Background: an optimization exercise with open tools, aiming at small area, a short achievable clock period and few clock cycles per item. Do not read the settings as production practice. Where RTL was checked, it was by simulation tests only, not by an equivalence proof against the original. The RTL of run 1 was laid out without a check of its function. Power figures rest on the tool's default switching activity, not on a simulated workload.

**flow/design.v**
```verilog
module si7021_unit (
    input  wire        clk,
    input  wire        rst,           
    input  wire        in_valid,
    output wire        in_ready,
    input  wire [7:0]  in_op,
    input  wire [63:0] in_a,
    input  wire [47:0] in_b,
    input  wire [7:0]  in_c,
    input  wire [23:0] in_n,
    output reg         out_valid,
    output wire [1:0]  out_fault,
    output reg  [63:0] out_r0,
    output reg  [31:0] out_r1
);
    genvar gk;
    wire [7:0] n1 = in_n[7:0];
    wire [7:0] n2 = in_n[15:8];
    wire [7:0] n3 = in_n[23:16];
    wire lengths_good = (n1 == 8'd8) && (n2 == 8'd6) && (n3 == 8'd1);
    wire i_10 = (in_op == 8'h10);
    wire raw_a = in_op[4];
    wire sel_n = ~in_op[4] & ~in_op[3] & ~in_op[2] & ~in_op[1] & (in_op[0] | ~lengths_good);
    wire [7:0] a0 = in_a[7:0],   a1 = in_a[15:8],  a2 = in_a[23:16], a3 = in_a[31:24];
    wire [7:0] a4 = in_a[39:32], a5 = in_a[47:40], a6 = in_a[55:48], a7 = in_a[63:56];
    wire [7:0] b0 = in_b[7:0],   b1 = in_b[15:8],  b3 = in_b[31:24], b4 = in_b[39:32];
    wire [63:0] pack;
    assign pack[7:0]   = sel_n ? n1 : a0;
    assign pack[15:8]  = raw_a ? a1 : sel_n ? n2 : in_op[3] ? b0 : a2;
    assign pack[23:16] = raw_a ? a2 : sel_n ? n3 : a4;
    assign pack[31:24] = raw_a ? a3 : a6;
    assign pack[39:32] = raw_a ? a4 : b0;
    assign pack[47:40] = raw_a ? a5 : b1;
    assign pack[55:48] = raw_a ? a6 : b3;
    assign pack[63:56] = raw_a ? a7 : b4;
    wire [3:0] len = i_10 ? 4'd1 : ((n1[7:3] != 5'd0) ? 4'd8 : {1'b0, n1[2:0]});
    wire [7:0] g1_x0 = a0;
    wire [7:0] g1_x1 = a1 ^ a2;
    wire [7:0] g1_x2 = a3 ^ a4;
    wire [7:0] g1_x3 = a5 ^ a6;
    wire [7:0] g1_t0, g1_t1, g1_t2, g1_t3;
    assign g1_t0[0] = ^(g1_x0 & 8'h59);
    assign g1_t0[1] = ^(g1_x0 & 8'hB2);
    assign g1_t0[2] = ^(g1_x0 & 8'h64);
    assign g1_t0[3] = ^(g1_x0 & 8'hC8);
    assign g1_t0[4] = ^(g1_x0 & 8'hC9);
    assign g1_t0[5] = ^(g1_x0 & 8'hCB);
    assign g1_t0[6] = ^(g1_x0 & 8'h96);
    assign g1_t0[7] = ^(g1_x0 & 8'h2C);
    assign g1_t1[0] = ^(g1_x1 & 8'h59);
    assign g1_t1[1] = ^(g1_x1 & 8'hB2);
    assign g1_t1[2] = ^(g1_x1 & 8'h64);
    assign g1_t1[3] = ^(g1_x1 & 8'hC8);
    assign g1_t1[4] = ^(g1_x1 & 8'hC9);
    assign g1_t1[5] = ^(g1_x1 & 8'hCB);
    assign g1_t1[6] = ^(g1_x1 & 8'h96);
    assign g1_t1[7] = ^(g1_x1 & 8'h2C);
    assign g1_t2[0] = ^(g1_x2 & 8'h59);
    assign g1_t2[1] = ^(g1_x2 & 8'hB2);
    assign g1_t2[2] = ^(g1_x2 & 8'h64);
    assign g1_t2[3] = ^(g1_x2 & 8'hC8);
    assign g1_t2[4] = ^(g1_x2 & 8'hC9);
    assign g1_t2[5] = ^(g1_x2 & 8'hCB);
    assign g1_t2[6] = ^(g1_x2 & 8'h96);
    assign g1_t2[7] = ^(g1_x2 & 8'h2C);
    assign g1_t3[0] = ^(g1_x3 & 8'h59);
    assign g1_t3[1] = ^(g1_x3 & 8'hB2);
    assign g1_t3[2] = ^(g1_x3 & 8'h64);
    assign g1_t3[3] = ^(g1_x3 & 8'hC8);
    assign g1_t3[4] = ^(g1_x3 & 8'hC9);
    assign g1_t3[5] = ^(g1_x3 & 8'hCB);
    assign g1_t3[6] = ^(g1_x3 & 8'h96);
    assign g1_t3[7] = ^(g1_x3 & 8'h2C);
    wire [3:0] g1bad = {g1_t3 != a7, g1_t2 != a5, g1_t1 != a3, g1_t0 != a1};
    wire [7:0] g2_p0 = b0, g2_q0 = b1;
    wire [7:0] g2_p1 = b3, g2_q1 = b4;
    wire [7:0] g2_u0, g2_v0, g2_u1, g2_v1;
    assign g2_u0[0] = ^(g2_p0 & 8'hCE);
    assign g2_u0[1] = ^(g2_p0 & 8'h9C);
    assign g2_u0[2] = ^(g2_p0 & 8'h39);
    assign g2_u0[3] = ^(g2_p0 & 8'h72);
    assign g2_u0[4] = ^(g2_p0 & 8'h2B);
    assign g2_u0[5] = ^(g2_p0 & 8'h99);
    assign g2_u0[6] = ^(g2_p0 & 8'h33);
    assign g2_u0[7] = ^(g2_p0 & 8'h67);
    assign g2_v0[0] = ^(g2_q0 & 8'h59);
    assign g2_v0[1] = ^(g2_q0 & 8'hB2);
    assign g2_v0[2] = ^(g2_q0 & 8'h64);
    assign g2_v0[3] = ^(g2_q0 & 8'hC8);
    assign g2_v0[4] = ^(g2_q0 & 8'hC9);
    assign g2_v0[5] = ^(g2_q0 & 8'hCB);
    assign g2_v0[6] = ^(g2_q0 & 8'h96);
    assign g2_v0[7] = ^(g2_q0 & 8'h2C);
    assign g2_u1[0] = ^(g2_p1 & 8'hCE);
    assign g2_u1[1] = ^(g2_p1 & 8'h9C);
    assign g2_u1[2] = ^(g2_p1 & 8'h39);
    assign g2_u1[3] = ^(g2_p1 & 8'h72);
    assign g2_u1[4] = ^(g2_p1 & 8'h2B);
    assign g2_u1[5] = ^(g2_p1 & 8'h99);
    assign g2_u1[6] = ^(g2_p1 & 8'h33);
    assign g2_u1[7] = ^(g2_p1 & 8'h67);
    assign g2_v1[0] = ^(g2_q1 & 8'h59);
    assign g2_v1[1] = ^(g2_q1 & 8'hB2);
    assign g2_v1[2] = ^(g2_q1 & 8'h64);
    assign g2_v1[3] = ^(g2_q1 & 8'hC8);
    assign g2_v1[4] = ^(g2_q1 & 8'hC9);
    assign g2_v1[5] = ^(g2_q1 & 8'hCB);
    assign g2_v1[6] = ^(g2_q1 & 8'h96);
    assign g2_v1[7] = ^(g2_q1 & 8'h2C);
    wire [1:0] g2bad = {(g2_u1 ^ g2_v1) != in_b[47:40], (g2_u0 ^ g2_v0) != in_b[23:16]};
    reg        v_q;
    reg [63:0] d_q;
    reg [7:0]  c_q;
    reg [7:0]  op_q;
    reg [3:0]  len_q;
    reg        good_q;
    reg [3:0]  g1_q;
    reg [1:0]  g2_q;
    always @(posedge clk) begin
        if (rst)
            v_q <= 1'b0;
        else
            v_q <= in_valid;
        d_q    <= pack;
        c_q    <= in_c;
        op_q   <= in_op;
        len_q  <= len;
        good_q <= lengths_good;
        g1_q   <= g1bad;
        g2_q   <= g2bad;
    end
    wire [7:0] op = op_q;
    wire op_10 = (op == 8'h10);
    wire op_11 = (op == 8'h11);
    wire op_12 = (op == 8'h12);
    wire op_20 = (op == 8'h20);
    wire op_21 = (op == 8'h21);
    wire op_22 = (op == 8'h22);
    wire op_23 = (op == 8'h23);
    wire op_24 = (op == 8'h24);
    wire op_25 = (op == 8'h25);
    wire op_26 = (op == 8'h26);
    wire op_28 = (op == 8'h28);
    wire op_29 = (op == 8'h29);
    wire op_2a = (op == 8'h2A);
    wire op_2b = (op == 8'h2B);
    wire op_2c = (op == 8'h2C);
    wire op_2d = (op == 8'h2D);
    wire op_30 = (op == 8'h30);
    wire op_31 = (op == 8'h31);
    wire op_32 = (op == 8'h32);
    wire legal = op_10 | op_11 | op_12 | op_20 | op_21 | op_22 | op_23 |
                 op_24 | op_25 | op_26 | op_28 | op_29 | op_2a | op_2b |
                 op_2c | op_2d | op_30 | op_31 | op_32;
    wire crc_op   = op_10 | op_11;
    wire cnv_op   = op_31 | op_32;
    wire sentinel = (op_20 | op_21) & ~good_q;
    wire id_ok    = op_20 & good_q;
    wire [7:0] en;
    generate
        for (gk = 0; gk < 8; gk = gk + 1) begin : g_en
            assign en[gk] = (len_q > gk);
        end
    endgenerate
    wire [7:0] c_tinv;
    assign c_tinv[0] = ^(c_q & 8'h18);
    assign c_tinv[1] = ^(c_q & 8'h30);
    assign c_tinv[2] = ^(c_q & 8'h61);
    assign c_tinv[3] = ^(c_q & 8'hC2);
    assign c_tinv[4] = ^(c_q & 8'h9D);
    assign c_tinv[5] = ^(c_q & 8'h23);
    assign c_tinv[6] = ^(c_q & 8'h46);
    assign c_tinv[7] = ^(c_q & 8'h8C);
    wire [63:0] crc_x;
    assign crc_x[7:0] = en[0] ? (d_q[7:0] ^ c_q) : 8'h00;
    generate
        for (gk = 1; gk < 7; gk = gk + 1) begin : g_crcx
            assign crc_x[8*gk +: 8] = en[gk] ? d_q[8*gk +: 8] : 8'h00;
        end
    endgenerate
    assign crc_x[63:56] = en[7] ? d_q[63:56] : (en[0] ? 8'h00 : c_tinv);
    wire [2:0] back = 3'd0 - len_q[2:0];
    wire [7:0] crc_c8;
    wire cx_0 = crc_x[10] ^ crc_x[11];
    wire cx_1 = crc_x[16] ^ cx_0;
    wire cx_2 = crc_x[8] ^ crc_x[9];
    wire cx_3 = crc_x[12] ^ crc_x[13];
    wire cx_4 = crc_x[14] ^ crc_x[19];
    wire cx_5 = crc_x[15] ^ crc_x[17];
    wire cx_6 = crc_x[18] ^ crc_x[23];
    wire cx_7 = crc_x[21] ^ crc_x[26];
    wire cx_8 = crc_x[22] ^ crc_x[27];
    wire cx_9 = crc_x[24] ^ crc_x[25];
    wire cx_10 = crc_x[28] ^ crc_x[29];
    wire cx_11 = crc_x[31] ^ crc_x[32];
    wire cx_12 = crc_x[39] ^ crc_x[45];
    wire cx_13 = crc_x[46] ^ crc_x[48];
    wire cx_14 = crc_x[47] ^ crc_x[49];
    wire cx_15 = crc_x[51] ^ crc_x[62];
    wire cx_16 = crc_x[52] ^ crc_x[63];
    wire cx_17 = cx_9 ^ cx_11;
    wire cx_18 = crc_x[1] ^ cx_17;
    wire cx_19 = crc_x[2] ^ cx_1;
    wire cx_20 = crc_x[3] ^ cx_16;
    wire cx_21 = crc_x[4] ^ crc_x[53];
    wire cx_22 = crc_x[5] ^ crc_x[59];
    wire cx_23 = crc_x[6] ^ cx_2;
    wire cx_24 = crc_x[30] ^ cx_14;
    wire cx_25 = crc_x[33] ^ cx_3;
    wire cx_26 = crc_x[36] ^ cx_10;
    wire cx_27 = crc_x[37] ^ cx_12;
    wire cx_28 = crc_x[38] ^ cx_13;
    wire cx_29 = crc_x[41] ^ cx_5;
    wire cx_30 = crc_x[43] ^ cx_4;
    wire cx_31 = crc_x[56] ^ cx_15;
    wire cx_32 = crc_x[0] ^ crc_x[42];
    wire cx_33 = crc_x[7] ^ crc_x[40];
    wire cx_34 = crc_x[20] ^ crc_x[44];
    wire cx_35 = crc_x[34] ^ crc_x[35];
    wire cx_36 = crc_x[50] ^ crc_x[54];
    wire cx_37 = crc_x[53] ^ cx_22;
    wire cx_38 = crc_x[55] ^ crc_x[57];
    wire cx_39 = crc_x[58] ^ crc_x[61];
    wire cx_40 = crc_x[59] ^ cx_7;
    wire cx_41 = crc_x[60] ^ cx_1;
    wire cx_42 = cx_6 ^ cx_8;
    wire cx_43 = cx_7 ^ cx_20;
    wire cx_44 = cx_8 ^ cx_18;
    wire cx_45 = cx_19 ^ cx_21;
    wire cx_46 = cx_23 ^ cx_24;
    wire cx_47 = cx_26 ^ cx_27;
    wire cx_48 = cx_29 ^ cx_34;
    wire cx_49 = cx_30 ^ cx_33;
    wire cx_50 = cx_31 ^ cx_40;
    wire cx_51 = cx_39 ^ cx_48;
    wire cx_52 = cx_41 ^ cx_49;
    assign crc_c8[0] = ^{crc_x[18], crc_x[20], crc_x[55], crc_x[60], cx_12, cx_17, cx_19, cx_25, cx_32, cx_36, cx_46, cx_50};
    assign crc_c8[1] = ^{crc_x[9], crc_x[17], crc_x[34], crc_x[46], crc_x[50], crc_x[51], crc_x[61], cx_25, cx_38, cx_43, cx_44, cx_52};
    assign crc_c8[2] = ^{crc_x[14], crc_x[25], crc_x[26], crc_x[28], crc_x[40], crc_x[47], crc_x[48], crc_x[52], cx_15, cx_25, cx_35, cx_42, cx_45, cx_51};
    assign crc_c8[3] = ^{crc_x[8], crc_x[11], crc_x[27], crc_x[32], crc_x[45], crc_x[49], crc_x[54], crc_x[62], cx_3, cx_4, cx_6, cx_26, cx_29, cx_32, cx_35, cx_37, cx_43};
    assign crc_c8[4] = ^{crc_x[15], crc_x[35], crc_x[63], cx_13, cx_14, cx_30, cx_44, cx_45, cx_47, cx_50};
    assign crc_c8[5] = ^{crc_x[10], crc_x[13], crc_x[21], crc_x[31], crc_x[42], crc_x[44], cx_5, cx_20, cx_22, cx_23, cx_28, cx_31, cx_38, cx_42, cx_47};
    assign crc_c8[6] = ^{crc_x[0], crc_x[22], crc_x[24], crc_x[57], crc_x[58], cx_6, cx_10, cx_16, cx_21, cx_27, cx_28, cx_46, cx_52};
    assign crc_c8[7] = ^{crc_x[7], crc_x[12], crc_x[19], crc_x[23], crc_x[29], crc_x[39], cx_0, cx_2, cx_18, cx_24, cx_28, cx_36, cx_37, cx_51};
    wire [15:0] code = d_q[15:0];
    wire is_t = op_q[1];
    wire tie = (code[13:0] == 14'h2000);
    wire rnd_down = tie & (code[14] ^ ~is_t);
    wire [29:0] cz = {14'd0, code};
    wire [29:0] pp0 = cz;
    wire [29:0] pp1 = cz << 5;
    wire [29:0] pp2 = is_t ? (cz << 3)  : (cz << 2);
    wire [29:0] pp3 = is_t ? (cz << 8)  : (cz << 4);
    wire [29:0] pp4 = is_t ? (cz << 12) : (cz << 10);
    wire [29:0] pp5 = is_t ? 30'd0      : (cz << 11);
    wire [29:0] kof = is_t ? (30'h1FFF - (30'd4685 << 14)) : (30'h1FFF - (30'd600 << 14));
    function [59:0] csa;             
        input [29:0] x, y, z;
        begin
            csa[29:0]  = x ^ y ^ z;
            csa[59:30] = {((x & y) | (x & z) | (y & z)), 1'b0};
        end
    endfunction
    wire [59:0] l1a = csa(pp0, pp1, pp2);
    wire [59:0] l1b = csa(pp3, pp4, pp5);
    wire [59:0] l2a = csa(l1a[29:0], l1a[59:30], l1b[29:0]);
    wire [59:0] l3a = csa(l2a[29:0], l2a[59:30], l1b[59:30]);
    wire [59:0] l4a = csa(l3a[29:0], l3a[59:30], kof);
    wire [29:0] sx = l4a[29:0];
    wire [29:0] sy = l4a[59:30];      
    function [2:0] dev_label;
        input [7:0] m;
        begin
            if (m == 8'h00 || m == 8'hFF) dev_label = 3'd0;
            else if (m == 8'h0D)          dev_label = 3'd1;
            else if (m == 8'h14)          dev_label = 3'd2;
            else if (m == 8'h15)          dev_label = 3'd3;
            else                          dev_label = 3'd4;
        end
    endfunction
    function [1:0] fw_label;
        input [7:0] f;
        begin
            if (f == 8'hFF)      fw_label = 2'd0;
            else if (f == 8'h20) fw_label = 2'd1;
            else                 fw_label = 2'd2;
        end
    endfunction
    function [15:0] heater_current;
        input [3:0] l;
        begin
            heater_current = {12'd0, l} * 16'd608 + 16'd309;
        end
    endfunction
    wire [7:0] u = d_q[7:0];
    wire [7:0] h = d_q[15:8];
    wire [1:0] sel = {u[7], u[0]};
    reg  [3:0] hres, tres;
    always @(*) begin
        case (sel)
            2'd0: begin hres = 4'd12; tres = 4'd14; end
            2'd1: begin hres = 4'd8;  tres = 4'd12; end
            2'd2: begin hres = 4'd10; tres = 4'd13; end
            default: begin hres = 4'd11; tres = 4'd11; end
        endcase
    end
    wire [7:0] dev_in = op_25 ? u : d_q[39:32];
    wire [7:0] fw_in  = op_26 ? u : c_q;
    wire [2:0] dev_l  = dev_label(dev_in);
    wire [1:0] fw_l   = fw_label(fw_in);
    reg [63:0] r0;
    reg [28:0] r1;
    always @(*) begin
        r0 = 64'd0;
        if (id_ok | op_24)  r0 = d_q;
        if (sentinel)       r0 = {40'hFF_FFFF_FFFF, d_q[23:0]};
        if (crc_op)         r0[10:0] = {back, crc_c8};
        if (op_12)          r0[15:0] = {u[6:0], 1'b0,
                                        {c_q[6:0], 1'b0} ^ ((u[7] ^ c_q[7]) ? 8'h31 : 8'h00)};
        if (op_28) begin
            r0[1:0]   = sel;
            r0[11:8]  = hres;
            r0[19:16] = tres;
            r0[24]    = u[2];
            r0[32]    = u[6];
        end
        if (op_29 | op_2c)  r0[3:0] = u[3:0];
        if (op_2a)          r0[15:0] = heater_current(u[3:0]);
        if (op_2b)          r0[7:0] = {c_q[1], u[6:1], c_q[0]};
        if (op_2d) begin
            r0[3:0]   = hres;
            r0[7:4]   = tres;
            r0[8]     = u[2];
            r0[15:12] = h[3:0];
            r0[23:16] = u;
            r0[31:24] = h;
            r0[47:32] = heater_current(h[3:0]);
            r0[48]    = u[6];
        end
        if (op_30)          r0[15:0] = {u, h};
        if (!legal)         r0[7:0] = op;
        if (cnv_op)         r0 = {4'd0, sy[29:1], ~rnd_down, sx};
        r1 = 29'd0;
        if (id_ok) begin
            r1[7:0]   = d_q[39:32];
            r1[15:8]  = c_q;
        end
        if (op_25)          r1[7:0]  = u;
        if (op_26)          r1[15:8] = u;
        if (id_ok | op_25)  r1[18:16] = dev_l;
        if (id_ok | op_26)  r1[21:20] = fw_l;
        if (id_ok | op_22)  r1[24] = |g1_q;
        if (id_ok | op_23)  r1[25] = |g2_q;
        if (sentinel)       r1 = {2'b00, 3'b100, 2'd0, 2'd2, 1'b0, 3'd5, 8'h00, 8'hFF};
        if ((op_20 | op_21) & good_q) r1[28] = 1'b1;
    end
    reg        v2_q;
    reg [63:0] r0_q;
    reg [28:0] r1_q;
    reg        crc_q, cnv_q, fault_q;
    always @(posedge clk) begin
        if (rst)
            v2_q <= 1'b0;
        else
            v2_q <= v_q;
        r0_q    <= r0;
        r1_q    <= r1;
        crc_q   <= crc_op;
        cnv_q   <= cnv_op;
        fault_q <= ~legal;
    end
    wire [7:0] crc_c8q = r0_q[7:0];
    wire [2:0] back_q = r0_q[10:8];
    wire [7:0] crc_i4, crc_i2, crc_i1;
    assign crc_i4[0] = ^(crc_c8q & 8'hDB);
    assign crc_i4[1] = ^(crc_c8q & 8'hB7);
    assign crc_i4[2] = ^(crc_c8q & 8'h6E);
    assign crc_i4[3] = ^(crc_c8q & 8'hDD);
    assign crc_i4[4] = ^(crc_c8q & 8'h60);
    assign crc_i4[5] = ^(crc_c8q & 8'h1B);
    assign crc_i4[6] = ^(crc_c8q & 8'h36);
    assign crc_i4[7] = ^(crc_c8q & 8'h6D);
    wire [7:0] crc_s4 = back_q[2] ? crc_i4 : crc_c8q;
    assign crc_i2[0] = ^(crc_s4 & 8'h5F);
    assign crc_i2[1] = ^(crc_s4 & 8'hBE);
    assign crc_i2[2] = ^(crc_s4 & 8'h7D);
    assign crc_i2[3] = ^(crc_s4 & 8'hFA);
    assign crc_i2[4] = ^(crc_s4 & 8'hAA);
    assign crc_i2[5] = ^(crc_s4 & 8'h0B);
    assign crc_i2[6] = ^(crc_s4 & 8'h17);
    assign crc_i2[7] = ^(crc_s4 & 8'h2F);
    wire [7:0] crc_s2 = back_q[1] ? crc_i2 : crc_s4;
    assign crc_i1[0] = ^(crc_s2 & 8'h18);
    assign crc_i1[1] = ^(crc_s2 & 8'h30);
    assign crc_i1[2] = ^(crc_s2 & 8'h61);
    assign crc_i1[3] = ^(crc_s2 & 8'hC2);
    assign crc_i1[4] = ^(crc_s2 & 8'h9D);
    assign crc_i1[5] = ^(crc_s2 & 8'h23);
    assign crc_i1[6] = ^(crc_s2 & 8'h46);
    assign crc_i1[7] = ^(crc_s2 & 8'h8C);
    wire [7:0] crc_res = back_q[0] ? crc_i1 : crc_s2;
    wire [30:0] ax = {r0_q[29:0], r0_q[30]};
    wire [30:0] ay = {r0_q[59:31], 1'b0, r0_q[30]};
    wire [30:0] kg0 = ax & ay, kp0 = ax ^ ay;
    wire [30:0] kg1 = kg0 | (kp0 & {kg0[29:0], 1'b0});
    wire [30:0] kp1 = kp0 & {kp0[29:0], 1'b0};
    wire [30:0] kg2 = kg1 | (kp1 & {kg1[28:0], 2'b0});
    wire [30:0] kp2 = kp1 & {kp1[28:0], 2'b0};
    wire [30:0] kg3 = kg2 | (kp2 & {kg2[26:0], 4'b0});
    wire [30:0] kp3 = kp2 & {kp2[26:0], 4'b0};
    wire [30:0] kg4 = kg3 | (kp3 & {kg3[22:0], 8'b0});
    wire [30:0] kp4 = kp3 & {kp3[22:0], 8'b0};
    wire [30:0] kg5 = kg4 | (kp4 & {kg4[14:0], 16'b0});
    wire [30:0] sum31 = kp0 ^ {kg5[29:0], 1'b0};
    wire [15:0] cnv = sum31[30:15];
    reg [63:0] r0f;
    always @(*) begin
        r0f = r0_q;
        if (crc_q) r0f[10:0] = {3'd0, crc_res};
        if (cnv_q) r0f[59:0] = {44'd0, cnv};
    end
    reg fault3_q;
    assign in_ready  = 1'b1;
    assign out_fault = {fault3_q, fault3_q};
    always @(posedge clk) begin
        if (rst)
            out_valid <= 1'b0;
        else
            out_valid <= v2_q;
        fault3_q <= fault_q;
        out_r0   <= r0f;
        out_r1   <= {3'd0, r1_q};
    end
endmodule
```
**flow/flow/run.sh**
```bash
#!/bin/bash
set -euo pipefail
bash standard.sh SETUP_SLACK_MARGIN=9.3 "BUFFER_PORTS_ARGS=-buffer_cell sky130_fd_sc_hd__buf_2" finish > standard_flow.log 2>&1
```
**flow/standard.sh**
```bash
#!/bin/bash
# synth_recipe.tcl (not shown) runs the flow's synth.tcl, then flattens the netlist and writes it again
# the make line also repeats each setting of config.mk as NAME=value (left out here)
make -C /OpenROAD-flow-scripts/flow DESIGN_CONFIG=/design/flow/config.mk WORK_HOME=/design/flow/orfs CLKGATE_MAP_FILE= SYNTH_SCRIPT=/design/flow/synth_recipe.tcl "${@:-finish}"
```
**flow/config.mk**
```make
export PLATFORM = sky130hd
export DESIGN_NAME = si7021_unit
export DESIGN_NICKNAME = si7021_unit
export VERILOG_FILES = /design/flow/design.v
export SDC_FILE = /design/flow/constraint.sdc
export NUM_CORES = 4
export LEC_CHECK = 0
export CAP_MARGIN = 20
export CORE_MARGIN = 2
export CORE_UTILIZATION = 60
export SLEW_MARGIN = 20
```
**flow/constraint.sdc**
```tcl
create_clock -name core_clock -period 13.0 [get_ports {clk}]
set_input_delay 2.6000 -clock core_clock [delete_from_list [all_inputs] [get_ports {clk}]]
set_output_delay 2.6000 -clock core_clock [all_outputs]
set_load 0.01 [all_outputs]
```
==> flow_summary.toml, run 1 <==
[floorplanning]
die_y_um = 181
coreArea_um2 = 30700
num_io_pins = 255
die_area_um2 = 32800
initial_core_util_pct = 61.2
fp.dieW_um = 181
rows = 64

[power_and_ir_drop]
switching_share_pct = 36.0
power_frac_seq_pct = 32.9
combPwrFrac_pct = 40.1
vdd_drop_max_v = 0.000151
leakage_nw = 10.1
p_clk_share_pct = 27.0
internal_power_w = 0.00183
p_sw_w = 0.00103
power_density_nw_per_um2 = 132

[route]
drt_iter0_drc = 1921
wl_per_cell_um = 24.0
remaining_drc_errors = 0
antenna_left = 0
wirelength_mm = 64.4
vias = 16300
firstDrtPassIters = 9
vias_per_cell = 6.09

[timing]
hold_viol = 0
setup_tns_ns = 0
setup_violations = 0
period_share_pct = 28.3
worst_slew_pin_slew_ns = 0.925
report.final.slew_viol_count = 0
rsz0062_at_grt = "yes"
max_freq_mhz = 271
relSlewSlack_pct = 37.9
skew_ns = 0.0370
fin_crit_ns = 3.68

[cells_and_area]
nFillCells = 2486
finalInstanceArea_um2 = 21600
area.sequential_um2 = 5540
syn2layout_area_growth_pct = 15.0
nets = 2579
multiInputGateArea_um2 = 12700
drive_gt1_share_pct = 20.1

[yosys]
synth_cell_types = 85
ys.flop_type = "dfxtp_1"
ys_seq_elements = 276
yosysSeqAreaShare_pct = 29.4
synth-edff-count = 0
yosys_warnings = 1
async_flop_share_pct = 0
synthCells = 2069
syn_area_per_cell_um2 = 9.09
syn_area_um2 = 18800

[clock_tree]
root_buffer = "clkbuf_16"
clock_path_buffers = 3
cts_made_buffers = 27
clkTransAtPathRegs_ns = 0.06
clock_sinks = 276
cts_tree = "built"
cts_max_level = 1
clk_latency_ns = 0.58

[worst_setup_path]
worstPathRequired_ns = 13.46
crit_chain = "buf_2, nor4_2, nand4_1, o311ai_4, buf_6, mux2_2"
cp-end-kind = "flip-flop"
worst-r2r-setup-slack_ns = 9.36
critPathKind = "in -> reg"
critical-path-max-stage-delay_ns = 0.34
cp.arrival_ns = 4.15
cpMaxStageDelayCell = "nor4_2"
start_kind = "primary input"
worst-path-max-fanout = 8

[worst_hold_path]
hold_path_class = "reg -> reg"

[flow_run]
cap_violations = 0

[grt]
grt_overflow_total = 0
grt_pass1_wl_mm = 95.1
grt_pass1_vias = 16000
track_usage_pct = 38.1
antenna_found_initial = 1
grt_max_degree = 76

[place]
place_area_um2 = 20500
placement.io_buffers = 246
finalWeightedCongestion = 1.05
dp_hpwl_mm = 50.1

[status]
status = "finished clean"
## flip-flops by register name, summed over array words and instances, names as in the netlist, 2 cells and up
signal  flops
out_r0     64
d_q        64
r0_q       64
g2_q        2
g1_q        4
c_q         8
r1_q       25
out_r1     25
len_q       4
op_q        8
## final timing paths
check | from | end | depth (start not counted)
setup / recovery | in_n[20] | d_q[7] | 6
hold / removal | r1_q[21] | out_r1[21] | 0
setup reg to reg | len_q[1] | r0_q[1] | 11
hold reg to reg | r1_q[21] | out_r1[21] | 0
## layout make-up
cell class	instances	area share [%]
multi-input cells	1548	58.5
clock buffers	37	3.53
clock inverters	11	0.503
inverters	133	2.38
flip-flops and latches	276	25.6
repair buffers	276	7.13
well taps	396	2.29
diodes	2	0.0231
## stage by stage
stage / worst slack, ns / cells / hold WS (ns) / power (W) / utilization [%]
6_report: 9.32 / 2679 / 0.320 / 0.00285 / 70.4
5_1_grt: 9.26 / 2677 / 0.328 / 0.00298 / 70.4
3_3_place_gp: 8.17 / 2620 / 0.311 / 0.00203 / 66.7
3_5_place_dp: 8.13 / 2621 / 0.312 / 0.00205 / 66.7
2_1_floorplan: 8.91 / 2075 / 0.310 / 0.00172 / -
4_1_cts: 9.30 / 2670 / 0.324 / 0.00282 / 69.7
## logic make-up after synthesis
| kind of cell | synth area share (%) |
|---|---|
| other cells | 0.0399 |
| mux | 5.25 |
| fa+ha+maj | 13.1 |
| compound gates | 13.8 |
| buf+inv | 5.45 |
| xor+xnor | 20.7 |
| simple gates | 12.3 |
| flops | 29.4 |
## cell usage in the layout (no fill, tap or decap), drive strengths merged, types with 13 or more instances in the layout
master / count
inv: 133
o211ai: 20
nor4: 13
a21o: 28
o21ai: 119
mux2: 55
ha: 106
clkbuf: 39
nor3: 33
xor2: 147
nand2: 213
mux2i: 34
dfxtp: 276
a22oi: 19
a221oi: 19
xnor3: 16
nor2: 62
a31oi: 14
buf: 274
nand3: 23
a21oi: 83
xnor2: 241
a221o: 15
nor2b: 62
and3: 17
fa: 56
## worst max-delay path, delay by kind of cell
family                 cells  cell delay, ns
buffers and inverters      2            0.32
multiplexers               1            0.34
AO/OA/AOI/OAI              1            0.33
AND/OR/NAND/NOR            2            0.56
## Yosys cell counts, drive strengths merged, types with 6 or more instances
master / count / area, µm²
ha: 106 / 1330
a221o: 15 / 150
nand2: 213 / 800
a21o: 28 / 210
a21oi: 83 / 415
mux2: 55 / 623
fa: 56 / 1120
nor4: 13 / 81.3
a211oi: 7 / 52.6
xor2: 147 / 1300
and2: 9 / 58.8
dfxtp: 276 / 5530
nand2b: 10 / 62.6
a221oi: 19 / 166
o211ai: 20 / 150
o21ai: 119 / 611
a22o: 8 / 70.1
nand4: 10 / 62.6
nor3: 33 / 170
or2: 11 / 71.3
mux2i: 34 / 365
nor2: 62 / 235
o22ai: 12 / 75.1
clkbuf: 83 / 312
buf: 36 / 215
a22oi: 19 / 143
xnor3: 16 / 360
and3: 17 / 106
inv: 131 / 492
a222oi: 6 / 60.1
a31oi: 14 / 87.6
xnor2: 241 / 2150
nand3: 23 / 115
nor2b: 62 / 388
o221ai: 11 / 96.3
## power by group through the flow
stage          registers, W  logic (W)  clock network [W]
3_3_place_gp       0.000952    0.00108                  0
6_report           0.000939    0.00114           0.000772
5_1_grt            0.000938    0.00123           0.000810
3_5_place_dp       0.000952    0.00110                  0
2_1_floorplan      0.000919   0.000796                  0
4_1_cts            0.000933    0.00111           0.000780
## what timing repair did
action	4_1_cts	5_1_grt
endpoints found under the setup margin	67	41
pin swaps	1	1
gates resized for setup	15	27
setup buffers	1	4
hold buffers	0	0
gates cloned	0	3
## layer usage
layer	global-route usage [%]	up-vias	wire length [µm]
li1	-	7378	-
met1	46.9	7656	24100
met2	62.4	1010	29100
met3	6.93	263	6560
met4	23.2	0	4620
met5	0	-	0
==> run 2: changes to the inputs <==
--- a/flow/design.v
+++ b/flow/design.v
@@ -248,11 +248,13 @@
     wire rnd_down = tie & (code[14] ^ ~is_t);
     wire [29:0] cz = {14'd0, code};
+    wire [29:0] cn = {14'd0, ~code};
     wire [29:0] pp0 = cz;
     wire [29:0] pp1 = cz << 5;
-    wire [29:0] pp2 = is_t ? (cz << 3)  : (cz << 2);
-    wire [29:0] pp3 = is_t ? (cz << 8)  : (cz << 4);
-    wire [29:0] pp4 = is_t ? (cz << 12) : (cz << 10);
-    wire [29:0] pp5 = is_t ? 30'd0      : (cz << 11);
-    wire [29:0] kof = is_t ? (30'h1FFF - (30'd4685 << 14)) : (30'h1FFF - (30'd600 << 14));
+    wire [29:0] pp2 = cz << 12;
+    wire [29:0] pp3 = is_t ? (cz << 8) : (cn << 10);
+    wire [29:0] pp4 = is_t ? (cz << 3) : (cz << 4);
+    wire [29:0] pp5 = is_t ? 30'd0     : (cz << 2);
+    wire [29:0] kof = is_t ? (30'h1FFF - (30'd4685 << 14))
+                           : (30'h1FFF - (30'd600 << 14) + 30'h3C000400);
     function [59:0] csa;             
         input [29:0] x, y, z;
@@ -290,5 +292,22 @@
         input [3:0] l;
         begin
-            heater_current = {12'd0, l} * 16'd608 + 16'd309;
+            case (l)
+                4'd0: heater_current = 16'd309;
+                4'd1: heater_current = 16'd917;
+                4'd2: heater_current = 16'd1525;
+                4'd3: heater_current = 16'd2133;
+                4'd4: heater_current = 16'd2741;
+                4'd5: heater_current = 16'd3349;
+                4'd6: heater_current = 16'd3957;
+                4'd7: heater_current = 16'd4565;
+                4'd8: heater_current = 16'd5173;
+                4'd9: heater_current = 16'd5781;
+                4'd10: heater_current = 16'd6389;
+                4'd11: heater_current = 16'd6997;
+                4'd12: heater_current = 16'd7605;
+                4'd13: heater_current = 16'd8213;
+                4'd14: heater_current = 16'd8821;
+                4'd15: heater_current = 16'd9429;
+            endcase
         end
     endfunction
@@ -305,4 +324,5 @@
         endcase
     end
+    wire [15:0] hcur  = heater_current(op_q[0] ? h[3:0] : u[3:0]);
     wire [7:0] dev_in = op_25 ? u : d_q[39:32];
     wire [7:0] fw_in  = op_26 ? u : c_q;
@@ -326,5 +346,5 @@
         end
         if (op_29 | op_2c)  r0[3:0] = u[3:0];
-        if (op_2a)          r0[15:0] = heater_current(u[3:0]);
+        if (op_2a)          r0[15:0] = hcur;
         if (op_2b)          r0[7:0] = {c_q[1], u[6:1], c_q[0]};
         if (op_2d) begin
@@ -335,5 +355,5 @@
             r0[23:16] = u;
             r0[31:24] = h;
-            r0[47:32] = heater_current(h[3:0]);
+            r0[47:32] = hcur;
             r0[48]    = u[6];
         end
--- a/flow/config.mk
+++ b/flow/config.mk
@@ -8,4 +8,5 @@
 export CAP_MARGIN = 20
 export CORE_MARGIN = 2
-export CORE_UTILIZATION = 60
+export CORE_UTILIZATION = 40
 export SLEW_MARGIN = 20
+export TNS_END_PERCENT = 0
==> run 2 against run 1 <==
  * Count of clock-buffer cells in the layout down 2
  * Sequential power is 0.5% lower
  * Largest cell class unchanged
  * Wire length down 4.8%
  * First-iteration DRC count is 44% lower
  * Worst hold slack better by 0.0054 ns
  * Critical path depth up 4
  * Core utilization is 23 points lower
  * Clock skew is 0.0080 ns lower
==> flow_summary.toml, run 2 <==
[power_and_ir_drop]
switching_share_pct = 34.9
power_frac_seq_pct = 34.0
p_sw_w = 0.000961
power_density_nw_per_um2 = 132
leakage_nw = 9.38
vdd_drop_max_v = 0.0000916
combPwrFrac_pct = 36.0
internal_power_w = 0.00179
p_clk_share_pct = 30.1

[clock_tree]
root_buffer = "clkbuf_16"
cts_hold_buf = 0
clock_sinks = 276
clk_latency_ns = 0.58
cts_tree = "built"
cts_made_buffers = 29
cts_max_level = 1
clkTransAtPathRegs_ns = 0.07
clock_path_buffers = 3

[cells_and_area]
final_common_cell = "dfxtp_1"
syn2layout_area_growth_pct = 16.2
nets = 2504
final_cell_mix = "dfxtp_1 (269), xnor2_1 (253), buf_2 (246), nand2_1 (166), xor2_1 (130)"
reg.largest.list = "d_q x64, out_r0 x64, r0_q x64"
drive_gt1_share_pct = 19.3
fin_cells = 2819

[status]
status = "finished clean"

[yosys]
synth.most_common_cell = "dfxtp_1"
syn_area_um2 = 18000
yosys_warnings = 1
synthTopCellsByCount = "dfxtp_1 (276), xnor2_1 (254), nand2_1 (166)"
synthCells = 2006
synth_cell_types = 74
syn_area_per_cell_um2 = 8.95
yosysSeqAreaShare_pct = 30.8
async_flop_share_pct = 0
ys.flop_type = "dfxtp_1"
synthTopCellsByArea = "dfxtp_1 (31%), xnor2_1 (12%), xor2_1 (6.3%), ha_1 (6.3%), fa_1 (6.1%)"
synth_top_area_share_pct = 30.8
synth_top_area_cell = "dfxtp_1"
synth-edff-count = 0
ys_seq_elements = 276

[worst_setup_path]
worst-r2r-setup-slack_ns = 9.26
start_kind = "primary input"
cp-end-kind = "flip-flop"
reg2reg_from = "d_q[15]"
critPathKind = "in -> reg"
reg2reg_to = "r0_q[18]"
ff2ff_path_depth = 10
worst-path-max-fanout = 12
worstPathRequired_ns = 13.43
cp.arrival_ns = 4.24

[grt]
busiest_layer = "met2"
grt_pass1_vias = 15300
track_usage_pct = 25.7
use_met3_pct = 3.58
use_met2_pct = 43.7
antenna_found_initial = 1
use_met1_pct = 32.7
grt_overflow_total = 0
grt_pass1_wl_mm = 91.5
grt_max_degree = 76

[route]
wirelength_mm = 61.3
remaining_drc_errors = 0
antenna_left = 0
firstDrtPassIters = 7
vias_per_cell = 5.36
drt_iter0_drc = 1084
wl_per_cell_um = 21.7
vias = 15100

[worst_hold_path]
hold_path_class = "reg -> reg"
worstHoldPathCells = 0
min_to = "out_r1[13]"
holdCritStartpoint = "r1_q[13]"

[timing]
rsz0062_at_grt = "yes"
skew_ns = 0.0290
setup_tns_ns = 0
report.final.slew_viol_count = 0
worst_slew_pin_slew_ns = 1.09
fin_crit_ns = 3.80
period_share_pct = 29.2
hold_viol = 0
relSlewSlack_pct = 27.0
setup_violations = 0
max_freq_mhz = 263

[floorplanning]
die_area_um2 = 46600
coreArea_um2 = 44300
die_y_um = 216
num_io_pins = 255
fp.dieW_um = 216
rows = 77
initial_core_util_pct = 40.5

[place]
dp_hpwl_mm = 48.9
placement.io_buffers = 246
finalWeightedCongestion = 0.966
dp_cells = 2759

[flow_run]
cap_violations = 0
[run 2: how the worst max path moves through the flow]
| stage | startpoint | end | depth (start not counted) |
|---|---|---|---|
| after floorplan | in_n[4] | d_q[1] | 5 |
| after global placement | in_n[20] | d_q[18] | 7 |
| after detailed placement | in_n[20] | d_q[23] | 7 |
| after CTS | in_n[17] | d_q[17] | 7 |
| after global routing | in_n[17] | d_q[10] | 10 |
| final | in_n[17] | d_q[10] | 10 |
[run 2: kinds of logic (layout without fill, tap and decap cells)]
kind of cell,count (synthesis),in the layout,share of synthesized area [%]
AND/OR/NAND/NOR,475,475,12.4
XOR/XNOR,391,391,19.6
AO/OA/AOI/OAI,381,381,13.7
flip-flops,276,276,30.8
buffers and inverters,243,456,5.52
adder cells (fa/ha/maj),145,145,12.4
multiplexers,93,93,5.57
other,2,10,0.0418
[run 2: per-layer routing]
metal / vias to the layer above / part of all wire [%]
li1: 7144 / -
met1: 7184 / 41
met2: 642 / 47
met3: 135 / 7.0
met4: 0 / 4.3
met5: - / 0
[run 2: critical path, cell delays in order]
cell	delay, ns
buf_2	0.12
nor4b_4	0.30
nand4_1	0.23
o311ai_4	0.33
buf_6	0.17
buf_4	0.12
clkbuf_16	0.14
nand2_1	0.04
o21ai_0	0.07
o21ai_0	0.12
[run 2: final cells by class]
| class | count | area (µm²) |
|---|---|---|
| Fill cell | 4417 | 23400 |
| Multi-Input combinational cell | 1494 | 11600 |
| Sequential cell | 276 | 5530 |
| Timing Repair Buffer | 277 | 1540 |
| Clock buffer | 35 | 788 |
| Tap cell | 592 | 741 |
| Inverter | 126 | 477 |
| Clock inverter | 18 | 180 |
| Antenna cell | 1 | 2.50 |
[run 2: per-stage QoR]
stage | utilization (%) | worst slack, ns | total power (W) | cell area (µm²) | hold WS, ns
6_report | 47.1 | 9.20 | 0.00275 | 20900 | 0.325
5_1_grt | 47.1 | 9.15 | 0.00291 | 20900 | 0.333
4_1_cts | 46.8 | 9.22 | 0.00276 | 20700 | 0.325
3_5_place_dp | 44.5 | 8.11 | 0.00193 | 19700 | 0.312
3_3_place_gp | 44.5 | 8.23 | 0.00192 | 19700 | 0.312
2_1_floorplan | - | 8.91 | 0.00165 | 18100 | 0.310
[run 2: power by group through the flow]
stage	Clock (W)	Sequential (W)	Combinational [W]
6_report	0.000827	0.000934	0.000991
5_1_grt	0.000883	0.000936	0.00109
4_1_cts	0.000848	0.000932	0.000984
3_5_place_dp	0	0.000951	0.000979
3_3_place_gp	0	0.000951	0.000970
2_1_floorplan	0	0.000917	0.000732
[run 2: what timing repair did]
item / CTS / global route
pin swaps: 2 / 2
setup buffers: 1 / 3
cloned: 0 / 2
gates resized for setup: 10 / 19
endpoints found under the setup margin: 43 / 49
hold endpoints to repair: 0 / 0
Testbench counts of run 2, summed over its fixed seeds: cycles 4,824, ops 4,800.
==> run 3: changes to the inputs <==
--- a/flow/config.mk
+++ b/flow/config.mk
@@ -10,3 +10,2 @@
 export CORE_UTILIZATION = 40
 export SLEW_MARGIN = 20
-export TNS_END_PERCENT = 0
==> run 3 against run 2 <==
  * Final area grew 1.4%
  * Sequential share of layout area shrank 0.31 points
  * First-iteration DRC count grew 16%
  * Clock skew shrank 0.011 ns
  * Critical path depth shrank 3
  * Critical endpoint is now d_q[7]
  * Largest cell class unchanged
  * Non-clock buffer count grew 4
  * Via count grew 1.0%
==> flow_summary.toml, run 3 <==
[status]
status = "finished clean"

[floorplanning]
die_y_um = 216
initial_core_util_pct = 40.5
coreArea_um2 = 44300
die_area_um2 = 46600
rows = 77
fp.dieW_um = 216
num_io_pins = 255

[timing]
fin_ws_ns = 9.32
hold_viol = 0
rsz0062_at_grt = "yes"
report.final.slew_viol_count = 0
fin_crit_ns = 3.68
setup_violations = 0
setup_tns_ns = 0
relSlewSlack_pct = 25.9
skew_ns = 0.0179
period_share_pct = 28.3
max_freq_mhz = 271
worst_slew_pin_slew_ns = 1.11

[grt]
track_usage_pct = 26.3
grt_pass1_vias = 15100
antenna_found_initial = 1
grt_overflow_total = 0
grt_max_degree = 76
grt_pass1_wl_mm = 92.9

[power_and_ir_drop]
power_density_nw_per_um2 = 133
vdd_drop_max_v = 0.000104
leakage_nw = 9.51

[place]
dp_hpwl_mm = 50.1
place_ws_ns = 8.09
placement.io_buffers = 246
dp_cells = 2762
finalWeightedCongestion = 1.01

[yosys]
synthCells = 2006
synthTopCellsByArea = "dfxtp_1 (31%), xnor2_1 (12%), xor2_1 (6.3%), ha_1 (6.3%), fa_1 (6.1%)"
synth_cell_types = 74
ys_seq_elements = 276
yosysSeqAreaShare_pct = 30.8
ys.flop_type = "dfxtp_1"
synthTopCellsByCount = "dfxtp_1 (276), xnor2_1 (254), nand2_1 (166)"
synth-edff-count = 0
synth_top_area_cell = "dfxtp_1"
synth_top_area_share_pct = 30.8
async_flop_share_pct = 0
synth.most_common_cell = "dfxtp_1"
syn_area_per_cell_um2 = 8.95
syn_area_um2 = 18000
yosys_warnings = 1

[worst_setup_path]
worst-path-max-fanout = 6
ff2ff_path_depth = 11
cpLargestDelayFamily = "simple AND/OR/NAND/NOR gates"
start_kind = "primary input"
critical-path-max-stage-delay_ns = 0.34
crit_top_cell = "buf_6"
worst-path-stages = 7
worstPathRequired_ns = 13.46
critPathKind = "in -> reg"
cpMaxStageDelayCell = "mux2_2"
cp.arrival_ns = 4.14
path_buf_inv = 3
cp-end-kind = "flip-flop"
crit_chain = "buf_6, nor4_4, nand4_1, o311ai_4, buf_6, buf_12, mux2_2"

[route]
vias = 15300
firstDrtPassIters = 6
wirelength_mm = 63.0
remaining_drc_errors = 0
wl_per_cell_um = 22.3
vias_per_cell = 5.40
antenna_left = 0
drt_iter0_drc = 1260

[worst_hold_path]
worstHoldPathCells = 0
hold_path_class = "reg -> reg"

[clock_tree]
clkTransAtPathRegs_ns = 0.07
cts_max_level = 1
clock_sinks = 276
cts_tree = "built"
clk_latency_ns = 0.58
cts_made_buffers = 29
clock_path_buffers = 3
cts_hold_buf = 0
root_buffer = "clkbuf_16"

[cells_and_area]
final_cell_mix = "dfxtp_1 (264), xnor2_1 (245), buf_2 (242), nand2_1 (165), xor2_1 (129)"
num_antenna_cells = 0
nFillCells = 4336
drive_gt1_share_pct = 20.5
syn2layout_area_growth_pct = 17.8
postLayoutCoreUtil_pct = 47.7
final_common_cell = "dfxtp_1"
fin_cells = 2823
nets = 2508
reg.largest.list = "d_q x64, out_r0 x64, r0_q x64"

[flow_run]
cap_violations = 0
-- run 3: power breakdown --
group | internal (W) | switching, W
clock | 0.000484 | 0.000363
combinational | 0.000447 | 0.000594
sequential | 0.000877 | 0.0000571
total | 0.00181 | 0.00101
-- run 3: path summary, 6_finish.rpt --
| check | startpoint | slack [ns] | endpoint |
|---|---|---|---|
| worst max-delay path | in_n[4] | 9.32 | d_q[7] |
| worst min-delay path | r0_q[62] | 0.32 | out_r0[62] |
| worst max register to register | d_q[2] | 9.34 | r0_q[10] |
| worst min register to register | r0_q[62] | 0.32 | out_r0[62] |
-- run 3: logic make-up after synthesis --
group / share of synthesized area (%)
AOI/OAI and AO/OA: 13.7
muxes: 5.57
other: 0.0418
adders and majority gates: 12.4
buffers and inverters: 5.52
DFF: 30.8
and+or+nand+nor: 12.4
xor gates and xnor gates: 19.6
-- run 3: what timing repair did --
| item | in CTS | in global routing |
|---|---|---|
| endpoints found under the setup margin | 43 | 23 |
| pin swaps | 1 | 1 |
| resized for setup | 19 | 48 |
| hold endpoints to repair | 0 | 0 |
| gates cloned | 0 | 3 |
| setup buffers | 1 | 3 |
-- run 3: worst register-to-register path: stages, from the launching register on --
cell	delay, ns
dfxtp_1	0.37
buf_12	0.20
clkinvlp_4	0.19
buf_4	0.17
a21oi_1	0.22
fa_1	0.48
fa_1	0.55
inv_1	0.05
fa_1	0.48
inv_1	0.05
fa_1	0.42
a221o_1	0.35
-- run 3: layout make-up --
class                           count  area, µm²  area share (%)
Sequential cell                   276       5550            26.2
Clock inverter                     21        229            1.08
Inverter                          126        484            2.29
Clock buffer                       33        751            3.55
Timing Repair Buffer              281       1650            7.78
Multi-Input combinational cell   1494      11800            55.6
Tap cell                          592        741            3.50
-- run 3: per-stage QoR --
step / power (W) / hold WS, ns / cell area, µm²
2_1_floorplan: 0.00165 / 0.310 / 18200
3_3_place_gp: 0.00196 / 0.312 / 19800
3_5_place_dp: 0.00197 / 0.312 / 19800
6_report: 0.00282 / 0.323 / 21200
5_1_grt: 0.00297 / 0.332 / 21200
4_1_cts: 0.00282 / 0.326 / 20900
-- run 3: routing by layer --
layer  vias up  share of wire [%]  global-route usage [%]
met5         -                  0                       0
met4         0                5.2                    12.7
met3       158                7.2                    3.66
met2       674                 45                    42.3
met1      7260                 43                    34.6
li1       7164                  -                       -
==> run 4: changes to the inputs <==
==> flow/flow/run.sh (replaced) <==
#!/bin/bash
set -euo pipefail
bash standard.sh SETUP_SLACK_MARGIN=9.45 "BUFFER_PORTS_ARGS=-buffer_cell sky130_fd_sc_hd__buf_2" finish > standard_flow.log 2>&1
==> run 4 against run 3 <==
  * Synthesized cell count unchanged
  * Synthesized area unchanged
  * Sequential share of layout area down 0.55 points
  * Worst setup slack worse by 0.13 ns
  * Worst hold slack better by 0.0026 ns
  * Non-clock buffer count up 19
  * Final area up 3.4%
  * Count of clock-buffer cells in the layout up 4
==> flow_summary.toml, run 4 <==
[route]
antenna_left = 0
highest_layer = "met4"
remaining_drc_errors = 0
wl_met1_mm = 26.5
vias = 15300
wirelength_mm = 62.8
drt_iter0_drc = 1162
wl_per_cell_um = 22.1
firstDrtPassIters = 8
vias_per_cell = 5.37
dr_wl_met3_mm = 4.60
route.met2.wl_mm = 28.8

[floorplanning]
die_y_um = 216
die_area_um2 = 46600
coreArea_um2 = 44300
num_io_pins = 255
fp.dieW_um = 216
initial_core_util_pct = 40.5
rows = 77

[worst_setup_path]
worst-r2r-setup-slack_ns = 9.28
crit_top_cell = "buf_4"
cpLargestDelayFamily = "compound AO/OA/AOI/OAI gates"
start_kind = "primary input"
cp.arrival_ns = 4.24
critical-path-max-stage-delay_ns = 0.42
worstPathRequired_ns = 13.42
path_buf_inv = 3
worst-path-max-fanout = 6
crit_chain = "buf_4, nor4_4, nand4_1, o311ai_4, buf_4, buf_12, mux2i_1, o21ai_0"
cp-end-kind = "flip-flop"
cpMaxStageDelayCell = "o311ai_4"
critPathKind = "in -> reg"

[grt]
antenna_found_initial = 0
grt_pass1_vias = 15300
grt_overflow_total = 0
grt_pass1_wl_mm = 93.2
track_usage_pct = 26.2
grt_max_degree = 76

[yosys]
synth_cell_types = 74
syn_area_per_cell_um2 = 8.95
async_flop_share_pct = 0
synth_top_area_share_pct = 30.8
syn_area_um2 = 18000
synthCells = 2006
synth.most_common_cell = "dfxtp_1"
yosysSeqAreaShare_pct = 30.8
synth-edff-count = 0
synthTopCellsByCount = "dfxtp_1 (276), xnor2_1 (254), nand2_1 (166)"
synth_top_area_cell = "dfxtp_1"
ys_seq_elements = 276
yosys_warnings = 1
synthTopCellsByArea = "dfxtp_1 (31%), xnor2_1 (12%), xor2_1 (6.3%), ha_1 (6.3%), fa_1 (6.1%)"
ys.flop_type = "dfxtp_1"

[clock_tree]
clock_sinks = 276
cts_max_level = 1
cts_tree = "built"
clkTransAtPathRegs_ns = 0.06
clock_path_buffers = 3
root_buffer = "clkbuf_16"
clk_latency_ns = 0.56
cts_made_buffers = 30

[power_and_ir_drop]
combPwrFrac_pct = 36.2
p_clk_share_pct = 31.2
power_density_nw_per_um2 = 131
power_frac_seq_pct = 32.6
vdd_drop_max_v = 0.0000946
internal_power_w = 0.00187
p_sw_w = 0.00100
leakage_nw = 9.72
switching_share_pct = 34.9
power_w = 0.00287

[timing]
setup_tns_ns = 0
hold_viol = 0
rsz0062_at_grt = "yes"
period_share_pct = 29.4
skew_ns = 0.00997
max_freq_mhz = 262
relSlewSlack_pct = 28.3
report.final.slew_viol_count = 0
setup_violations = 0
fin_crit_ns = 3.82
worst_slew_pin_slew_ns = 1.07

[flow_run]
cap_violations = 0

[place]
dp_hpwl_mm = 49.2
placement.io_buffers = 246
finalWeightedCongestion = 0.986

[status]
status = "finished clean"

[cells_and_area]
final_common_cell = "xnor2_1"
final_cell_mix = "xnor2_1 (240), dfxtp_1 (213), buf_2 (195), nand2_1 (165), xor2_1 (123)"
syn2layout_area_growth_pct = 21.8
drive_gt1_share_pct = 24.3
num_antenna_cells = 0
nets = 2528
nFillCells = 4252
reg.largest.list = "d_q x64, out_r0 x64, r0_q x64"

[worst_hold_path]
hold_path_class = "reg -> reg"
[run 4: cell counts after synthesis]
No cell type changed its count.
[run 4: worst paths after layout]
kind / end / start / cells after the start
worst max-delay path: d_q[22] / in_n[22] / 8
worst min-delay path: out_r1[26] / r1_q[26] / 0
worst max register to register: r0_q[12] / d_q[4] / 11
worst min register to register: out_r1[26] / r1_q[26] / 0
[run 4: layer usage]
metal | track usage, % | vias to the layer above
met3 | 3.58 | 161
met5 | 0 | -
met2 | 43.0 | 710
li1 | - | 7200
met1 | 34.5 | 7213
met4 | 11.1 | 0
[run 4: what timing repair did]
| action | CTS | global route |
|---|---|---|
| endpoints found under the setup margin | 158 | 142 |
| cloned | 1 | 2 |
| pin swaps | 2 | 7 |
| buffers inserted | 8 | 14 |
| gates resized for setup | 88 | 89 |
| hold buffers | 0 | 0 |
| endpoints found under the hold margin | 0 | 0 |
[run 4: power groups by stage]
stage,Sequential [W],Clock (W),Combinational (W)
2_1_floorplan,0.000917,0,0.000741
5_1_grt,0.000936,0.000956,0.00114
4_1_cts,0.000932,0.000917,0.00103
3_3_place_gp,0.000954,0,0.000999
3_5_place_dp,0.000954,0,0.00101
6_report,0.000935,0.000896,0.00104
[run 4: final cells by class]
class | count | area (µm²) | share of cell area, %
inverter | 126 | 494 | 2.26
timing repair buffer | 300 | 2070 | 9.46
clock inverter | 19 | 211 | 0.966
sequential | 276 | 5620 | 25.7
clock buffer | 37 | 860 | 3.93
multi-input combinational | 1494 | 11900 | 54.3
tap | 592 | 741 | 3.38
[run 4: cell families (layout without fill, tap and decap cells)]
| family | Yosys count | after routing | synth area share [%] |
|---|---|---|---|
| AND/OR/NAND/NOR | 475 | 475 | 12.4 |
| XOR/XNOR | 391 | 391 | 19.6 |
| AO/OA/AOI/OAI | 381 | 381 | 13.7 |
| flip-flops | 276 | 276 | 30.8 |
| buffers and inverters | 243 | 482 | 5.52 |
| adder cells (fa/ha/maj) | 145 | 145 | 12.4 |
| multiplexers | 93 | 93 | 5.57 |
| other | 2 | 9 | 0.0418 |
[run 4: stage by stage]
stage | hold WS, ns | setup slack (ns) | utilization [%] | cells | instance area [µm²]
after floorplan | 0.310 | 8.91 | - | 2013 | 18300
after global placement | 0.313 | 8.20 | 45.1 | 2763 | 20000
after detailed placement | 0.312 | 8.17 | 45.1 | 2763 | 20000
after CTS | 0.327 | 9.27 | 48.3 | 2828 | 21400
after global routing | 0.329 | 9.13 | 49.4 | 2844 | 21900
final | 0.326 | 9.18 | 49.4 | 2844 | 21900
==> run 5: changes to the inputs <==
==> flow/flow/run.sh (replaced) <==
#!/bin/bash
set -euo pipefail
bash standard.sh SETUP_SLACK_MARGIN=9.3 "BUFFER_PORTS_ARGS=-buffer_cell sky130_fd_sc_hd__buf_1" finish > standard_flow.log 2>&1
==> run 5 against run 4 <==
  * Still clean on timing, DRC and antenna
  * Largest power group unchanged
  * Final cell count down 0.53%
  * Non-clock buffer count is 16 lower
  * Clock skew increased by 0.024 ns
==> flow_summary.toml, run 5 <==
[route]
remaining_drc_errors = 0
antenna_left = 0
wirelength_mm = 62.0
vias = 15300
firstDrtPassIters = 6
vias_per_cell = 5.41
drt_iter0_drc = 1266
wl_per_cell_um = 21.9

[yosys]
synthXorXnorAreaFrac_pct = 19.6
synth_simple_gate_area_share_pct = 12.4
synthCells = 2006
ys_seq_elements = 276
synth_top_area_cell = "dfxtp_1"
synthTopCellsByCount = "dfxtp_1 (276), xnor2_1 (254), nand2_1 (166)"
synth.most_common_cell = "dfxtp_1"
syn_area_per_cell_um2 = 8.95
synth_fa_ha_area_share_pct = 12.4
synth_compound_area_share_pct = 13.7
ys.flop_type = "dfxtp_1"
muxShareOfSynthArea_pct = 5.57
yosysSeqAreaShare_pct = 30.8
synth_cell_types = 74
yosys_warnings = 1
synthTopCellsByArea = "dfxtp_1 (31%), xnor2_1 (12%), xor2_1 (6.3%), ha_1 (6.3%), fa_1 (6.1%)"
syn_area_um2 = 18000
synth_top_family_by_area = "XOR/XNOR gates"
synth-edff-count = 0
synth_top_area_share_pct = 30.8
async_flop_share_pct = 0

[floorplanning]
initial_core_util_pct = 40.5
coreArea_um2 = 44300
die_y_um = 216
fp.dieW_um = 216
num_io_pins = 255
die_area_um2 = 46600
rows = 77

[worst_setup_path]
worst-path-max-fanout = 5
crit_chain = "clkbuf_2, nor4b_2, nand4_1, o311ai_4, buf_6, buf_8, mux2i_1, o21ai_1"
worstPathRequired_ns = 13.42
cp-end-kind = "flip-flop"
reg2reg_from = "d_q[4]"
critPathKind = "in -> reg"
cp.arrival_ns = 4.22
critical-path-max-stage-delay_ns = 0.39
reg2reg_to = "r0_q[12]"
start_kind = "primary input"
worst-r2r-setup-slack_ns = 9.39
cpMaxStageDelayCell = "o311ai_4"
ff2ff_path_depth = 11

[place]
dp_hpwl_mm = 48.7
finalWeightedCongestion = 0.985
place_ws_ns = 8.03
placement.io_buffers = 246

[timing]
skew_ns = 0.0339
setup_violations = 0
fin_ws_ns = 9.20
max_freq_mhz = 263
hold_viol = 0
setup_tns_ns = 0
worst_slew_pin_slew_ns = 1.10
period_share_pct = 29.2
rsz0062_at_grt = "yes"
relSlewSlack_pct = 25.8
fin_crit_ns = 3.80
report.final.slew_viol_count = 0

[cells_and_area]
nets = 2512
final_common_cell = "dfxtp_1"
reg.largest.list = "d_q x64, out_r0 x64, r0_q x64"
multiInputGateArea_um2 = 11800
nFillCells = 4357
drive_gt1_share_pct = 10.8
final_cell_mix = "dfxtp_1 (265), xnor2_1 (244), buf_1 (226), nand2_1 (166), xor2_1 (127)"
syn2layout_area_growth_pct = 16.9
area.sequential_um2 = 5540

[grt]
grt_pass1_vias = 15200
track_usage_pct = 25.9
grt_max_degree = 76
grt_pass1_wl_mm = 92.6
antenna_found_initial = 1
grt_overflow_total = 0

[flow_run]
cap_violations = 0

[clock_tree]
clkTransAtPathRegs_ns = 0.06
clock_sinks = 276
clock_path_buffers = 3
root_buffer = "clkbuf_16"
cts_max_level = 1
cts_made_buffers = 30
clk_latency_ns = 0.58
cts_tree = "built"

[power_and_ir_drop]
p_clk_share_pct = 32.1
p_sw_w = 0.00101
switching_share_pct = 35.0
internal_power_w = 0.00187
vdd_drop_max_v = 0.0000937
power_frac_seq_pct = 32.5
leakage_nw = 8.81
power_density_nw_per_um2 = 137
power_w = 0.00288
combPwrFrac_pct = 35.4

[worst_hold_path]
worstHoldPathCells = 0
min_to = "out_r0[62]"
holdCritStartpoint = "r0_q[62]"
hold_path_class = "reg -> reg"

[status]
status = "finished clean"
run 5: cell counts after synthesis:
Identical to the previous run, type by type.
run 5: power groups by stage:
| stage | combinational (W) | sequential, W | clock, W |
|---|---|---|---|
| after floorplan | 0.000735 | 0.000917 | 0 |
| after global placement | 0.000981 | 0.000954 | 0 |
| after detailed placement | 0.000992 | 0.000954 | 0 |
| after CTS | 0.00101 | 0.000933 | 0.000942 |
| after global routing | 0.00111 | 0.000936 | 0.000977 |
| final | 0.00102 | 0.000935 | 0.000925 |
run 5: stage by stage:
stage,cells,cell area [µm²],hold slack (ns),util [%]
final,2829,21000,0.323,47.4
after global routing,2828,21000,0.336,47.4
after CTS,2819,20700,0.323,46.7
after detailed placement,2757,19500,0.313,44.0
after global placement,2757,19500,0.314,44.0
after floorplan,2013,18200,0.310,-
run 5: cell type report:
| type | instances | share of cell area, % |
|---|---|---|
| Tap cell | 592 | 3.53 |
| Timing Repair Buffer | 284 | 6.45 |
| Antenna cell | 1 | 0.0119 |
| Multi-Input combinational cell | 1494 | 56.1 |
| Sequential cell | 276 | 26.4 |
| Clock inverter | 20 | 1.28 |
| Inverter | 126 | 2.30 |
| Clock buffer | 36 | 3.93 |
run 5: layer usage:
layer,global-route usage (%),part of all wire (%),vias to the layer above
met3,3.21,7.5,137
li1,-,-,7178
met2,42.2,46,717
met1,34.7,42,7265
met5,0,0,-
met4,10.9,4.5,0
run 5: logic make-up after synthesis:
| family | Yosys count |
|---|---|
| muxes | 93 |
| DFF | 276 |
| adders and majority gates | 145 |
| xor gates and xnor gates | 391 |
| buffers and inverters | 243 |
| and+or+nand+nor | 475 |
| other | 2 |
| AOI/OAI and AO/OA | 381 |
run 5: worst max path at each step:
stage              from  endpoint  slack [ns]
6_report       in_n[18]   d_q[17]        9.20
5_1_grt        in_n[18]   d_q[22]        9.15
4_1_cts        in_n[22]    d_q[7]        9.25
3_5_place_dp   in_n[20]    d_q[7]        8.03
3_3_place_gp   in_n[20]    d_q[7]        8.07
2_1_floorplan   in_n[4]    d_q[1]        8.91
run 5: what timing repair did:
item / 4_1_cts / 5_1_grt
hold endpoints to repair: 0 / 0
setup endpoints to repair: 63 / 44
setup buffers: 5 / 7
pin swaps: 3 / 5
cloned: 1 / 2
gates resized for setup: 18 / 63
hold buffers: 0 / 0
run 5: critical path, delay by kind of cell:
family,cells,cell delay (ns)
AOI/OAI and AO/OA,2,0.48
and+or+nand+nor,2,0.52
muxes,1,0.22
buffers and inverters,3,0.40

## static timing again, ports no longer ideal
How much do the figures lean on ideal ports? The routed layouts below were timed once more, with nothing changed but the port constraints. Step 1 (the two cells are an assumption about what drives the block):
set clk [get_ports {clk}]
set_driving_cell -lib_cell sky130_fd_sc_hd__clkbuf_16 $clk
set_driving_cell -lib_cell sky130_fd_sc_hd__buf_2 [delete_from_list [all_inputs] $clk]
Step 2 adds t to the input delays and takes it off the output delays; t is the mean of the earliest and latest rising clock arrival at the registers after step 1. Input paths then give back, and output paths get back, about the clock's delay inside the block. Slacks: ideal ports / drivers / drivers and shift; pairs: ideal ports / drivers.
run	t (ns)	slack for setup (ns)	hold slack, ns	pins driven straight from the clock port
run 1	0.614	9.315 / 9.321 / 8.738	0.320 / 0.320 / 0.320	1
run 2	0.623	9.199 / 9.237 / 8.613	0.325 / 0.325 / 0.325	1
run 3	0.628	9.316 / 9.293 / 8.714	0.323 / 0.323 / 0.323	1
run 4	0.609	9.182 / 9.205 / 8.596	0.326 / 0.326 / 0.326	1
run 5	0.622	9.200 / 9.223 / 8.601	0.323 / 0.323 / 0.323	1
After both steps every run listed still meets setup and hold. For run 3, which loses most, drivers alone change the setup slack by -0.023 ns; drivers and shift together by -0.602 ns.
